Source: an optimization exercise on an open RTL-to-GDS flow (aim: small area, a short achievable clock period and few clock cycles per item). Production flows keep margins and buffers that such runs may drop. In this exercise RTL edits were held to simulation tests only and were not proved equivalent to the original. Power and IR drop assume default switching activity.

==> flow/design.v <==
module tfc (
    input  wire        clk,
    input  wire        rst,
    input  wire        cmd_valid,
    output wire        cmd_ready,
    input  wire [15:0] cmd_hdr,
    input  wire [63:0] cmd_data,
    output reg         resp_valid,
    output wire [63:0] resp_data,
    output reg  [2:0]  resp_status,
    output reg         mem_req,
    output reg         mem_we,
    output reg  [10:0] mem_addr,
    output wire [15:0] mem_wdata,
    input  wire        mem_gnt,
    input  wire        mem_rvalid,
    input  wire [15:0] mem_rdata
);
    reg  [1:0]  m;
    reg  [15:0] wd;
    reg  [6:0]  col;
    reg  [4:0]  row;
    reg  [7:0]  color;
    reg         wlock;
    assign cmd_ready = ~mem_req;
    assign mem_wdata = wd;
    assign resp_data = {48'd0, wd};
    wire        h_wr   = cmd_hdr[15];
    wire [2:0]  h_blk  = cmd_hdr[14:12];
    wire        b0     = (h_blk == 3'd0) & (cmd_hdr[11:2] == 10'd0);
    wire [1:0]  a      = cmd_hdr[1:0];
    wire        b4     = (h_blk == 3'd4);
    wire        rd_ok  = b4 & ~h_wr & (cmd_hdr[11:0] < 12'd2000);
    wire        c_putc = b0 &  h_wr & (a == 2'd0);
    wire        c_getc = b0 & ~h_wr & (a == 2'd1);
    wire        c_getr = b0 & ~h_wr & (a == 2'd2);
    wire        c_tas  = b0 & ~h_wr & (a == 2'd3);
    wire        c_setc = b0 &  h_wr & (a == 2'd1);
    wire        c_rel  = b0 &  h_wr & (a == 2'd3);
    wire        e_acc  = (b0 & ((~h_wr & (a == 2'd0)) | (h_wr & (a == 2'd2)))) | (b4 & h_wr);
    wire        e_res  = ~(b0 | b4) | (b4 & ~h_wr & ~rd_ok);
    wire [7:0]  bb     = cmd_data[7:0];
    wire        nl     = (bb == 8'h0A);
    wire        prt    = (bb >= 8'h20) & (bb <= 8'h7E);
    wire [7:0]  glyph  = prt ? bb : 8'hFE;
    wire        wrap   = col[6] & col[4];           
    wire        bottom = row[4] & row[3];           
    wire        brk    = nl | wrap;
    wire [6:0]  row5   = {row, 2'b00} + {2'b00, row};
    wire [10:0] cur    = {row5, 4'd0} + {4'd0, col};
    wire        put    = col[6] | col[5];
    wire [7:0]  sv_ch  = (col == 7'h7F) ? 8'hFE : {1'b0, col};
    wire        g      = mem_gnt;
    always @(posedge clk) begin
        if (rst) begin
            mem_req    <= 1'b0;
            resp_valid <= 1'b0;
            col        <= 7'd0;
            row        <= 5'd1;
            color      <= 8'h0F;
            wlock      <= 1'b0;
        end else begin
            resp_valid <= 1'b0;
            if (!mem_req) begin
                if (cmd_valid) begin
                    resp_status <= {e_acc, e_res};
                    wd <= 16'd0;
                    resp_valid <= 1'b1;
                    if (c_getc) wd <= {8'd0, color};
                    if (c_getr) wd <= {3'd0, row, 1'b0, col};
                    if (c_tas)  wd <= {15'd0, wlock};
                    if (c_setc) color <= bb;
                    if (c_tas)  wlock <= 1'b1;
                    if (c_rel)  wlock <= 1'b0;
                    if (rd_ok) begin
                        resp_valid <= 1'b0;
                        mem_req  <= 1'b1;
                        mem_we   <= 1'b0;
                        m        <= 2'd0;
                        mem_addr <= cmd_hdr[10:0];
                    end
                    if (c_putc) begin
                        if (brk & bottom) begin
                            resp_valid <= 1'b0;
                            mem_req  <= 1'b1;
                            mem_we   <= 1'b0;
                            m        <= 2'd1;
                            mem_addr <= 11'd160;
                            col      <= nl ? 7'd0 : (prt ? bb[6:0] : 7'h7F);
                        end else if (nl) begin
                            row <= row + 5'd1;
                            col <= 7'd0;
                        end else begin
                            resp_valid <= 1'b0;
                            mem_req  <= 1'b1;
                            mem_we   <= 1'b1;
                            m        <= 2'd0;
                            mem_addr <= cur;
                            wd       <= {color, glyph};
                            if (wrap) row <= row + 5'd1;
                            col <= wrap ? 7'd1 : col + 7'd1;
                        end
                    end
                end
            end else if (!mem_we) begin
                case (m)
                    2'd0: begin                          
                        if (mem_rvalid) begin
                            wd         <= mem_rdata;
                            mem_req    <= 1'b0;
                            resp_valid <= 1'b1;
                        end
                    end
                    2'd1: begin                          
                        if (g) begin
                            m        <= 2'd2;
                            mem_addr <= mem_addr + 11'd1;
                        end
                    end
                    default: begin                       
                        if (mem_rvalid) wd <= mem_rdata;
                        if (g) begin
                            mem_we   <= 1'b1;
                            m        <= 2'd1;
                            mem_addr <= mem_addr - 11'd81;
                        end
                    end
                endcase
            end else begin
                case (m)
                    2'd0: begin                          
                        if (g) begin
                            wd         <= 16'd0;
                            mem_req    <= 1'b0;
                            resp_valid <= 1'b1;
                        end
                    end
                    2'd1: begin                          
                        if (g) begin
                            if (mem_addr == 11'd1919) begin
                                m        <= 2'd2;
                                mem_addr <= mem_addr + 11'd1;
                                wd       <= {color, put ? sv_ch : 8'h20};
                                col      <= {6'd0, put};
                            end else if (mem_addr == 11'd1918) begin
                                if (mem_rvalid) wd <= mem_rdata;
                                mem_addr <= mem_addr + 11'd1;
                            end else begin
                                if (mem_rvalid) wd <= mem_rdata;
                                mem_we   <= 1'b0;
                                m        <= 2'd2;
                                mem_addr <= mem_addr + 11'd82;
                            end
                        end else if (mem_addr != 11'd1919) begin
                            mem_we   <= 1'b0;
                            m        <= 2'd1;
                            mem_addr <= mem_addr + 11'd80;
                        end
                    end
                    default: begin                       
                        if (g) begin
                            wd[7:0] <= 8'h20;
                            mem_addr <= mem_addr + 11'd1;
                            if (mem_addr == 11'd1999) begin
                                wd         <= 16'd0;
                                mem_req    <= 1'b0;
                                resp_valid <= 1'b1;
                            end
                        end
                    end
                endcase
            end
        end
    end
endmodule
==> flow/run.sh <==
#!/bin/bash
# synth_recipe.tcl (not shown) runs the flow's synth.tcl, then flattens the netlist and writes it again
# the make line also repeats each setting of config.mk as NAME=value (left out here)
make -C /OpenROAD-flow-scripts/flow DESIGN_CONFIG=/design/flow/config.mk WORK_HOME=/design/flow/orfs CLKGATE_MAP_FILE= SYNTH_SCRIPT=/design/flow/synth_recipe.tcl finish
==> flow/config.mk <==
export PLATFORM = sky130hd
export DESIGN_NAME = tfc
export DESIGN_NICKNAME = tfc
export VERILOG_FILES = /design/flow/design.v
export SDC_FILE = /design/flow/constraint.sdc
export NUM_CORES = 4
export LEC_CHECK = 0
export CAP_MARGIN = 20
export CORE_MARGIN = 2
export CORE_UTILIZATION = 40
export SETUP_SLACK_MARGIN = 3.0
export SLEW_MARGIN = 20
==> flow/constraint.sdc <==
create_clock -name core_clock -period 6.0 [get_ports {clk}]
set_input_delay 1.2000 -clock core_clock [delete_from_list [all_inputs] [get_ports {clk}]]
set_output_delay 1.2000 -clock core_clock [all_outputs]
set_load 0.01 [all_outputs]
==> impl_metrics.toml, run 1 <==
[status]
status = "no timing/DRC/antenna violations"

[yosys]
synthFlopType = "edfxtp_1"
synth_edf_count = 32
ys_ff_latch = 55
postSynthAreaPerCell_sq_um = 8.085
synthesis.area_sq_mm = 0.005498
ys_types = 80
postSynthCellCount = 680
ys_warn_count = 1
ys_async_sr_fraction_pct = 0
ys_seq_area_share_pct = 25.85
synthTopCellsByArea = "edfxtp_1 (17%), buf_4 (9.6%), dfxtp_1 (8.4%), a21oi_1 (4.5%), nor2_1 (4.3%)"
synth_top_area_share_pct = 17.48
yosysTopAreaCell = "edfxtp_1"

[route]
vias_per_cell = 5.836
firstDrtPassIters = 5
ant_nets = 0
wl_mm = 17.22
wl_per_cell_um = 18.62
via_count = 5398
drc = 0
drt_iter0_drc = 447

[grt]
grt_pass1_vias = 5050
grt_pass1_wl_mm = 27.16
grt_use_total_pct = 23.34
grt_overflow = 0
antenna_found_initial = 0
grt_max_degree = 26

[power_and_ir_drop]
power.density_mw_per_mm2 = 139.6
p_leak_nw = 2.502
ir_drop_v = 0.00009004

[critical_path]
end_kind = "primary output"
worstPathRequired_ns = 4.80
worstPathMaxFanout = 20
critPathBufInv = 1
rrSetupSlack_ns = 3.24
reg2regPathDepth = 7
cpMaxStageDelayCell = "edfxtp_1"
reg2reg_from = "mem_addr[4]$_DFFE_PP_"
setup.worst_path.class = "flip-flop to primary output"
cp_slowest_stage_delay_ns = 0.77
worstPathCellList = "clkdlybuf4s50_1"
critical_path.endpoint = "mem_addr[3]"
timing.rr.end = "mem_addr[7]$_DFFE_PP_"
critPathTopFamily = "flip-flops"
start_kind = "flip-flop"
cp-startpoint = "mem_addr[3]$_DFFE_PP_"
crit_cells = 1
arrival_ns = 1.73

[floorplanning]
rows = 42
fp.dieH_um = 121.2
num_io_pins = 199
die_x_um = 121.2
core-area_sq_mm = 0.01335
start_util_pct = 41.19
dieArea_sq_mm = 0.01470

[clock_tree]
clk_pin_slew_ns = 0.08
clock_latency_ns = 0.30
cts_sinks = 55
cts_root_buf = "clkbuf_16"
cts_buffers = 5
clockBufferDepth = 2
h-tree-depth = 2
tritoncts = "done"

[finish]
fin_nets = 869
drive_gt1_share_pct = 10.81
diodes = 0
layout_commonest_cell = "clkdlybuf4s50_1"
syn_to_final_growth_pct = 20.28
post_layout_nonfiller_instances = 925
final_cell_mix = "clkdlybuf4s50_1 (73), nor2_1 (62), nand2_1 (49), conb_1 (49), a21oi_1 (48)"

[timing]
timing.slew.headroom_pct = 31.62
rsz0062_at_grt = "false"
max_slew.worst_pin.slew_ns = 1.026
fin_skew_ns = 0.005672
fin_crit_sh_pct = 48.80
min_period_ns = 2.928
fin_tns_setup_ns = 0
fmax_ghz = 0.3416
setup_viol = 0
slew_viol_final = 0
hold_violations = 0

[hold_path]
hp-class = "flip-flop to flip-flop"

[placement]
dp_cells = 897
dp_hpwl_mm = 12.79
io_buffers = 93
gp_congestion = 0.9691

[flow_run]
drv_cap = 0
==> power breakdown <==
part	leakage (nW)	total, mW	switching (mW)	internal, mW
registers	0.491	0.427	0.0176	0.409
clock network	0.0740	0.299	0.143	0.155
logic	1.94	0.198	0.111	0.0862
total	2.50	0.923	0.273	0.651
==> per-stage QoR <==
stage	total power, mW	setup slack, ns	instance area [sq um]	utilization (%)	hold slack (ns)
after floorplan	0.5689	3.030	5682	-	0.4747
after global placement	0.6246	2.196	6186	46.34	0.5042
after detailed placement	0.6259	2.152	6186	46.34	0.5131
after CTS	0.9266	2.970	6564	49.18	0.5234
after global routing	0.9595	3.005	6613	49.54	0.5397
final	0.9233	3.072	6613	49.54	0.5253
==> flip-flops by register name (all words and copies together), names as in the netlist <==
register / flops
resp_valid: 1
mem_we: 1
resp_status: 2
m: 2
col: 7
mem_req: 1
row: 5
mem_addr: 11
wd: 16
wlock: 1
color: 8
==> worst reg2reg max path: stages (launching register included) <==
cell and delay [ns]:
edfxtp_1 0.56, ha_1 0.48, nand4_2 0.22, or4_1 0.64
a221oi_1 0.25, o21ai_0 0.13, nand3_1 0.12, o211ai_1 0.10
==> final cells by class <==
cell class	instances	area [sq um]
Timing Repair Buffer	118	1127
Clock buffer	5	125.1
Multi-Input combinational cell	552	3636
Fill cell	1325	6735
Sequential cell	55	1421
Clock inverter	3	18.77
Tap cell	176	220.2
Inverter	16	63.81
==> what timing repair did <==
action                                  in CTS  in global routing
endpoints found under the setup margin      76                 57
buffers inserted                            18                  2
hold buffers                                 0                  0
pin swaps                                   10                 10
resized for setup                           34                 22
==> cells in the mapped netlist, drive strengths merged, types with 4 or more instances <==
cell type / number
nor2: 64
nor2b: 13
o21ai: 48
mux2i: 23
buf: 91
clkbuf: 14
o211ai: 14
dfxtp: 23
or2: 5
a211oi: 4
a41oi: 4
o22ai: 10
nand3: 37
o221ai: 4
a21oi: 49
ha: 18
nor4: 7
edfxtp: 32
a211o: 7
inv: 16
o21bai: 4
and4: 9
xor2: 10
nor3: 18
nand4: 11
a21o: 7
and3: 6
nand2: 50
xnor2: 23
nand2b: 5
a22oi: 7
==> worst min-delay path by stage <==
stage / startpoint / to / slack [ns] / cells after the start
after floorplan: wlock$_SDFFE_PP0P_ / wlock$_SDFFE_PP0P_ / 0.47 / 2
after global placement: wlock$_SDFFE_PP0P_ / wlock$_SDFFE_PP0P_ / 0.50 / 2
after detailed placement: wlock$_SDFFE_PP0P_ / wlock$_SDFFE_PP0P_ / 0.51 / 2
after CTS: wlock$_SDFFE_PP0P_ / wlock$_SDFFE_PP0P_ / 0.52 / 2
after global routing: wlock$_SDFFE_PP0P_ / wlock$_SDFFE_PP0P_ / 0.54 / 2
final: wlock$_SDFFE_PP0P_ / wlock$_SDFFE_PP0P_ / 0.53 / 2
==> routing by layer <==
layer | share of wire (%) | global-route usage (%) | vias to the layer above | wire [um]
li1 | - | - | 2522 | -
met1 | 41 | 29.78 | 2572 | 7052
met2 | 49 | 40.31 | 269 | 8497
met3 | 7.4 | 3.477 | 35 | 1272
met4 | 2.3 | 7.687 | 0 | 401
met5 | 0 | 0 | - | 0
==> logic make-up (layout without fill, tap and decap cells) <==
group	Yosys count	in the layout	synth area share [%]
flip-flops	55	55	25.85
adder cells (fa/ha/maj)	20	20	4.825
AND/OR/NAND/NOR	236	236	23.24
XOR/XNOR	33	33	5.257
multiplexers	26	26	4.802
other	1	49	0.06821
buffers and inverters	121	142	13.54
AO/OA/AOI/OAI	188	188	22.42
Testbench counts, summed over its fixed seeds: cycles 675,226, items 14,608.
==> run 2: changes to the inputs <==
--- a/flow/config.mk
+++ b/flow/config.mk
@@ -8,5 +8,4 @@
 export CAP_MARGIN = 20
 export CORE_MARGIN = 2
 export CORE_UTILIZATION = 40
-export SETUP_SLACK_MARGIN = 3.0
 export SLEW_MARGIN = 20
==> impl_metrics.toml, run 2 <==
[status]
status = "no timing/DRC/antenna violations"

[critical_path]
start_kind = "input pin"
reg2regPathDepth = 7
end_kind = "flip-flop"
critPathTopFamily = "compound AO/OA/AOI/OAI gates"
arrival_ns = 3.63
crit_cells = 7
cp_slowest_stage_delay_ns = 0.81
worstPathCellList = "clkdlybuf4s50_1 -> nor4_2 -> nand4_4 -> a211oi_1 -> nor4_1 -> a21oi_1 -> nand3_1"
setup.worst_path.class = "input pin to flip-flop"
cpMaxStageDelayCell = "a211oi_1"
worstPathMaxFanout = 8
worstPathRequired_ns = 6.04
critPathBufInv = 1

[route]
via_count = 5198
vias_per_cell = 5.737
drt_iter0_drc = 485
ant_nets = 0
wl_per_cell_um = 18.49
drc = 0
firstDrtPassIters = 5
wl_mm = 16.75

[grt]
grtUsageMet3_pct = 3.242
grt_use_total_pct = 22.70
antenna_found_initial = 0
met2_usage_pct = 34.02
grt_pass1_vias = 4763
grt_overflow = 0
grt_pass1_wl_mm = 26.43
grt_max_degree = 35
met1_usage_pct = 33.91
grt.busiest_layer = "met2"

[clock_tree]
cts_sinks = 55
clock_latency_ns = 0.30
tritoncts = "done"
holdBufCountCts = 0
h-tree-depth = 2
cts_root_buf = "clkbuf_16"
cts_buffers = 5
post_cts_buffers = 0
clk_pin_slew_ns = 0.08
clockBufferDepth = 2
ctsResizeCount = 0

[power_and_ir_drop]
power_uw = 950.1
power.density_mw_per_mm2 = 149.6
switchingPower_uw = 271.8
clkPwrFrac_pct = 34.7
power.internal_uw = 678.3
switching_share_pct = 28.61
ir_drop_v = 0.00007948
p_leak_nw = 2.298
pwr-share-seq_pct = 45.1
comb_power_share_pct = 20.2

[timing]
fin_tns_setup_ns = 0
slew_viol_final = 0
setup_viol = 0
hold_violations = 0
min_period_ns = 3.588
fmax_ghz = 0.2787
fin_crit_sh_pct = 59.80
rsz0062_at_grt = "false"
timing.slew.headroom_pct = 32.53
max_slew.worst_pin.slew_ns = 1.009
holdWs_ns = 0.5257
fin_skew_ns = 0.01023

[yosys]
ys_seq_area_share_pct = 25.85
synthesis.area_sq_mm = 0.005498
postSynthCellCount = 680
synthFlopType = "edfxtp_1"
synth_edf_count = 32
ys_async_sr_fraction_pct = 0
synthTopCellsByCount = "buf_4 (70), nor2_1 (63), a21oi_1 (49), nand2_1 (49), o21ai_0 (40)"
yosysMostFrequentCell = "buf_4"
synth_top_area_share_pct = 17.48
ys_warn_count = 1
ys_ff_latch = 55
ys_types = 80
synthTopCellsByArea = "edfxtp_1 (17%), buf_4 (9.6%), dfxtp_1 (8.4%), a21oi_1 (4.5%), nor2_1 (4.3%)"
yosysTopAreaCell = "edfxtp_1"
postSynthAreaPerCell_sq_um = 8.085

[finish]
final_cell_mix = "clkdlybuf4s50_1 (93), nor2_1 (63), nand2_1 (49), a21oi_1 (49), conb_1 (49)"
layout_commonest_cell = "clkdlybuf4s50_1"
largest_reg_flops = 16
reg_top3 = "wd x16, mem_addr x11, color x8"
nFillCells = 1316
diodes = 0
fin_nets = 850
drive_gt1_share_pct = 5.753
regMostFlops = "wd"
fin_area_sq_mm = 0.006352
syn_to_final_growth_pct = 15.54

[placement]
gp_congestion = 0.9306
io_buffers = 93
dp_hpwl_mm = 12.87
placed_cell_area_sq_mm = 0.006190

[floorplanning]
num_io_pins = 199
start_util_pct = 41.19
rows = 42
core-area_sq_mm = 0.01335
fp.dieH_um = 121.2
die_x_um = 121.2
dieArea_sq_mm = 0.01470

[hold_path]
hold_depth = 2
hp-class = "flip-flop to flip-flop"

[flow_run]
drv_cap = 0
-- run 2: cell types whose count changed in the layout (fill, tap and decap cells not counted), moves of 2 or more --
cell | previous run | this run
nor3_4 | 4 | 1
o21ai_0 | 38 | 40
and4_1 | 6 | 8
nor3_1 | 12 | 15
and4_4 | 2 | 0
dlygate4sd2_1 | 8 | 0
clkinv_2 | 2 | 0
nor4_4 | 4 | 2
clkbuf_2 | 3 | 0
buf_4 | 24 | 6
dlymetal6s2s_1 | 8 | 0
clkdlybuf4s50_1 | 73 | 93
-- run 2: cell families (layout without fill, tap and decap cells) --
logic type	Yosys count	after routing	share of synthesized area, %
adder cells (fa/ha/maj)	20	20	4.825
buffers and inverters	121	123	13.54
AO/OA/AOI/OAI	188	188	22.42
AND/OR/NAND/NOR	236	236	23.24
other	1	49	0.06821
multiplexers	26	26	4.802
flip-flops	55	55	25.85
XOR/XNOR	33	33	5.257
-- run 2: area by class of cell --
| class | count | area [sq um] | area share, % |
|---|---|---|---|
| clock buffer | 7 | 153.9 | 2.423 |
| clock inverter | 1 | 8.758 | 0.1379 |
| inverter | 16 | 60.06 | 0.9454 |
| multi-input combinational | 552 | 3512 | 55.29 |
| sequential | 55 | 1421 | 22.38 |
| tap | 176 | 220.2 | 3.467 |
| timing repair buffer | 99 | 975.9 | 15.36 |
-- run 2: per-layer routing --
layer	routed length, um	share of wire, %
met1	7805	47
met3	1205	7.2
met2	7517	45
met4	226	1.3
met5	0	0
-- run 2: power groups by stage --
stage / clock, mW / sequential, mW / combinational, mW
2_1_floorplan: 0 / 0.429 / 0.140
3_3_place_gp: 0 / 0.436 / 0.188
3_5_place_dp: 0 / 0.437 / 0.190
4_1_cts: 0.331 / 0.428 / 0.190
5_1_grt: 0.350 / 0.431 / 0.209
6_report: 0.329 / 0.429 / 0.192
-- run 2: final timing paths --
check / startpoint / end / slack (ns)
setup / recovery: cmd_hdr[2] / mem_addr[9]$_DFFE_PP_ / 2.41
hold / removal: wlock$_SDFFE_PP0P_ / wlock$_SDFFE_PP0P_ / 0.53
setup reg to reg: mem_addr[5]$_DFFE_PP_ / mem_addr[7]$_DFFE_PP_ / 3.05
hold reg to reg: wlock$_SDFFE_PP0P_ / wlock$_SDFFE_PP0P_ / 0.53
-- run 2: through the flow --
| step | worst slack [ns] | utilization, % | cells |
|---|---|---|---|
| floorplan | 2.956 | - | 728 |
| global placement | 2.254 | 46.37 | 898 |
| detailed placement | 2.173 | 46.37 | 898 |
| CTS | 2.463 | 47.59 | 906 |
| global route | 2.352 | 47.59 | 906 |
| finish | 2.412 | 47.59 | 906 |
-- run 2: worst register-to-register path, cell delays in order, from the launching register on --
cell	delay (ns)
edfxtp_1	0.67
ha_1	0.51
nand4_2	0.22
or4_1	0.65
a221oi_1	0.27
o21ai_0	0.14
nand3_1	0.14
o211ai_1	0.10
==> run 3: changes to the inputs <==
--- a/flow/config.mk
+++ b/flow/config.mk
@@ -5,7 +5,9 @@
 export SDC_FILE = /design/flow/constraint.sdc
 export NUM_CORES = 4
 export LEC_CHECK = 0
+export ABC_CLOCK_PERIOD_IN_PS = 2000
 export CAP_MARGIN = 20
 export CORE_MARGIN = 2
 export CORE_UTILIZATION = 40
+export SETUP_SLACK_MARGIN = 4.0
 export SLEW_MARGIN = 20
==> impl_metrics.toml, run 3 <==
[critical_path]
rrSetupSlack_ns = 3.56
timing.rr.end = "mem_addr[7]$_DFFE_PP_"
worstPathRequired_ns = 6.05
start_kind = "input pin"
reg2reg_from = "mem_addr[5]$_DFFE_PP_"
worstPathMaxFanout = 8
end_kind = "flip-flop"
setup.worst_path.class = "input pin to flip-flop"
arrival_ns = 2.89
reg2regPathDepth = 8

[route]
wl_mm = 20.29
drc = 0
wl_per_cell_um = 19.76
firstDrtPassIters = 6
drt_iter0_drc = 569
vias_per_cell = 5.822
ant_nets = 0
via_count = 5979

[clock_tree]
h-tree-depth = 2
holdBufCountCts = 0
cts_buffers = 5
clock_latency_ns = 0.31
clk_pin_slew_ns = 0.08
tritoncts = "done"
cts_sinks = 55
clockBufferDepth = 2
cts_root_buf = "clkbuf_16"

[yosys]
ys_async_sr_fraction_pct = 0
postSynthCellCount = 680
synthTopCellsByArea = "edfxtp_1 (17%), buf_4 (9.6%), dfxtp_1 (8.4%), a21oi_1 (4.5%), nor2_1 (4.3%)"
synthTopCellsByCount = "buf_4 (70), nor2_1 (63), a21oi_1 (49), nand2_1 (49), o21ai_0 (40)"
synth_top_area_share_pct = 17.48
ys_ff_latch = 55
synthFlopType = "edfxtp_1"
ys_seq_area_share_pct = 25.85
yosysMostFrequentCell = "buf_4"
ys_warn_count = 1
synth_edf_count = 32
postSynthAreaPerCell_sq_um = 8.085
ys_types = 80
yosysTopAreaCell = "edfxtp_1"
synthesis.area_sq_mm = 0.005498

[hold_path]
hold_start = "color[4]$_SDFFE_PP0P_"
min_to = "color[4]$_SDFFE_PP0P_"
hp-class = "flip-flop to flip-flop"
hold_depth = 2

[grt]
grt_pass1_wl_mm = 30.16
grt_overflow = 0
grt_max_degree = 21
antenna_found_initial = 0
grt_pass1_vias = 5404
grt_use_total_pct = 26.47

[power_and_ir_drop]
ir_drop_v = 0.0001142
p_leak_nw = 3.156
power.density_mw_per_mm2 = 126.0

[placement]
io_buffers = 93
gp_congestion = 0.9423
placed_cell_area_sq_mm = 0.006289
dp_hpwl_mm = 13.09

[timing]
fin_crit_sh_pct = 47.42
max_slew.worst_pin.slew_ns = 0.6159
slew_viol_final = 0
fin_tns_setup_ns = 0
rsz0062_at_grt = "true"
fmax_ghz = 0.3515
min_period_ns = 2.845
fin_skew_ns = 0.006509
setup_viol = 0
hold_violations = 0
timing.slew.headroom_pct = 58.94

[finish]
fin_area_sq_mm = 0.007946
syn_to_final_growth_pct = 44.54
final_cell_mix = "buf_4 (77), buf_6 (68), nor2_1 (50)"
reg_top3 = "wd x16, mem_addr x11, color x8"
fin_nets = 971
diodes = 0
largest_reg_flops = 16
drive_gt1_share_pct = 37.25
multi_input_area_sq_mm = 0.004066
regMostFlops = "wd"
regArea_sq_mm = 0.001425
nFillCells = 1215
layout_commonest_cell = "buf_4"

[floorplanning]
dieArea_sq_mm = 0.01470
num_io_pins = 199
fp.dieH_um = 121.2
rows = 42
core-area_sq_mm = 0.01335
start_util_pct = 41.19
die_x_um = 121.2

[flow_run]
drv_cap = 0

[status]
status = "no timing/DRC/antenna violations"
==> run 3: cell families after synthesis <==
logic type      count (synthesis)  synth area share (%)
compound gates                188                 22.42
fa+ha+maj                      20                 4.825
other cells                     1               0.06821
flops                          55                 25.85
xor+xnor                       33                 5.257
buf+inv                       121                 13.54
simple gates                  236                 23.24
mux                            26                 4.802
==> run 3: how the worst max path moves through the flow <==
stage,start,endpoint,slack (ns)
floorplan,cmd_hdr[13],mem_addr[3]$_DFFE_PP_,3.03
global placement,cmd_data[0],mem_addr[6]$_DFFE_PP_,2.24
detailed placement,cmd_hdr[8],mem_addr[6]$_DFFE_PP_,2.25
CTS,cmd_hdr[12],mem_addr[3]$_DFFE_PP_,3.21
global route,cmd_hdr[13],mem_addr[3]$_DFFE_PP_,3.13
finish,cmd_hdr[13],mem_addr[2]$_DFFE_PP_,3.15
==> run 3: worst max-delay path: stages <==
cell and delay, ns:
buf_6 0.10, or3b_4 0.39, or3_4 0.41, nor2_4 0.18, buf_4 0.14, buf_6 0.12, o211ai_1 0.09, o21ai_1 0.11
o221ai_1 0.14
==> run 3: stage by stage <==
| step | instances | worst slack, ns | utilization (%) | hold WS (ns) | total power [mW] |
|---|---|---|---|---|---|
| floorplan | 728 | 3.031 | - | 0.4680 | 0.5775 |
| global placement | 896 | 2.238 | 47.11 | 0.4788 | 0.6306 |
| detailed placement | 896 | 2.246 | 47.11 | 0.4929 | 0.6326 |
| CTS | 1002 | 3.205 | 56.21 | 0.4968 | 0.9783 |
| global route | 1027 | 3.135 | 59.53 | 0.5738 | 1.038 |
| finish | 1027 | 3.155 | 59.53 | 0.5459 | 1.001 |
==> run 3: where the power goes <==
| group | internal, mW | switching [mW] | leakage [nW] |
|---|---|---|---|
| Clock | 0.157 | 0.150 | 0.0717 |
| Sequential | 0.409 | 0.00757 | 0.491 |
| Combinational | 0.126 | 0.152 | 2.59 |
==> run 3: layout make-up <==
class / instances / share of cell area [%]
multi-input combinational: 553 / 51.17
clock buffer: 5 / 1.575
inverter: 16 / 1.023
tap: 176 / 2.771
sequential: 55 / 17.93
timing repair buffer: 219 / 25.22
clock inverter: 3 / 0.2992
==> run 3: repair_timing <==
item / in CTS / in global routing
endpoints found under the setup margin: 136 / 132
gates cloned: 2 / 0
pin swaps: 43 / 41
setup buffers: 96 / 25
resized for setup: 445 / 59
==> run 3: routing by layer <==
metal / up-vias / share of wire (%) / track usage [%]
li1: 2734 / - / -
met2: 313 / 45 / 40.13
met1: 2893 / 44 / 39.77
met3: 39 / 8.8 / 3.477
met5: - / 0 / 0
met4: 0 / 2.0 / 6.178

[re-timing with driven ports]
The flow's constraints put no driver on any port. The routed layouts listed below were extracted and timed again, unchanged, in two steps. Step 1 sets driving cells, clkbuf_16 on the clock port and buf_2 on the other inputs (assumed; they add their load-dependent delay and slew). Step 2 moves the port delays by t, midway between the first and last clock arrival at a register: inputs arrive t later, outputs are due t later. That takes back most of the time a late clock gives input paths. Slacks: no drivers / after step 1 / after step 2; pairs: no drivers / after step 1.
run | shift t [ns] | setup slack, ns | hold slack, ns | worst register clock-pin slew, ns
run 1 | 0.333 | 3.072 / 3.032 / 2.757 | 0.525 / 0.525 / 0.525 | 0.08 / 0.08
run 2 | 0.334 | 2.412 / 2.428 / 2.094 | 0.526 / 0.526 / 0.526 | 0.08 / 0.08
run 3 | 0.343 | 3.155 / 3.162 / 2.820 | 0.546 / 0.546 / 0.546 | 0.08 / 0.08
After both steps every run listed still meets setup and hold. For run 3, which loses most, drivers alone change the setup slack by +0.007 ns; drivers and shift together by -0.335 ns.
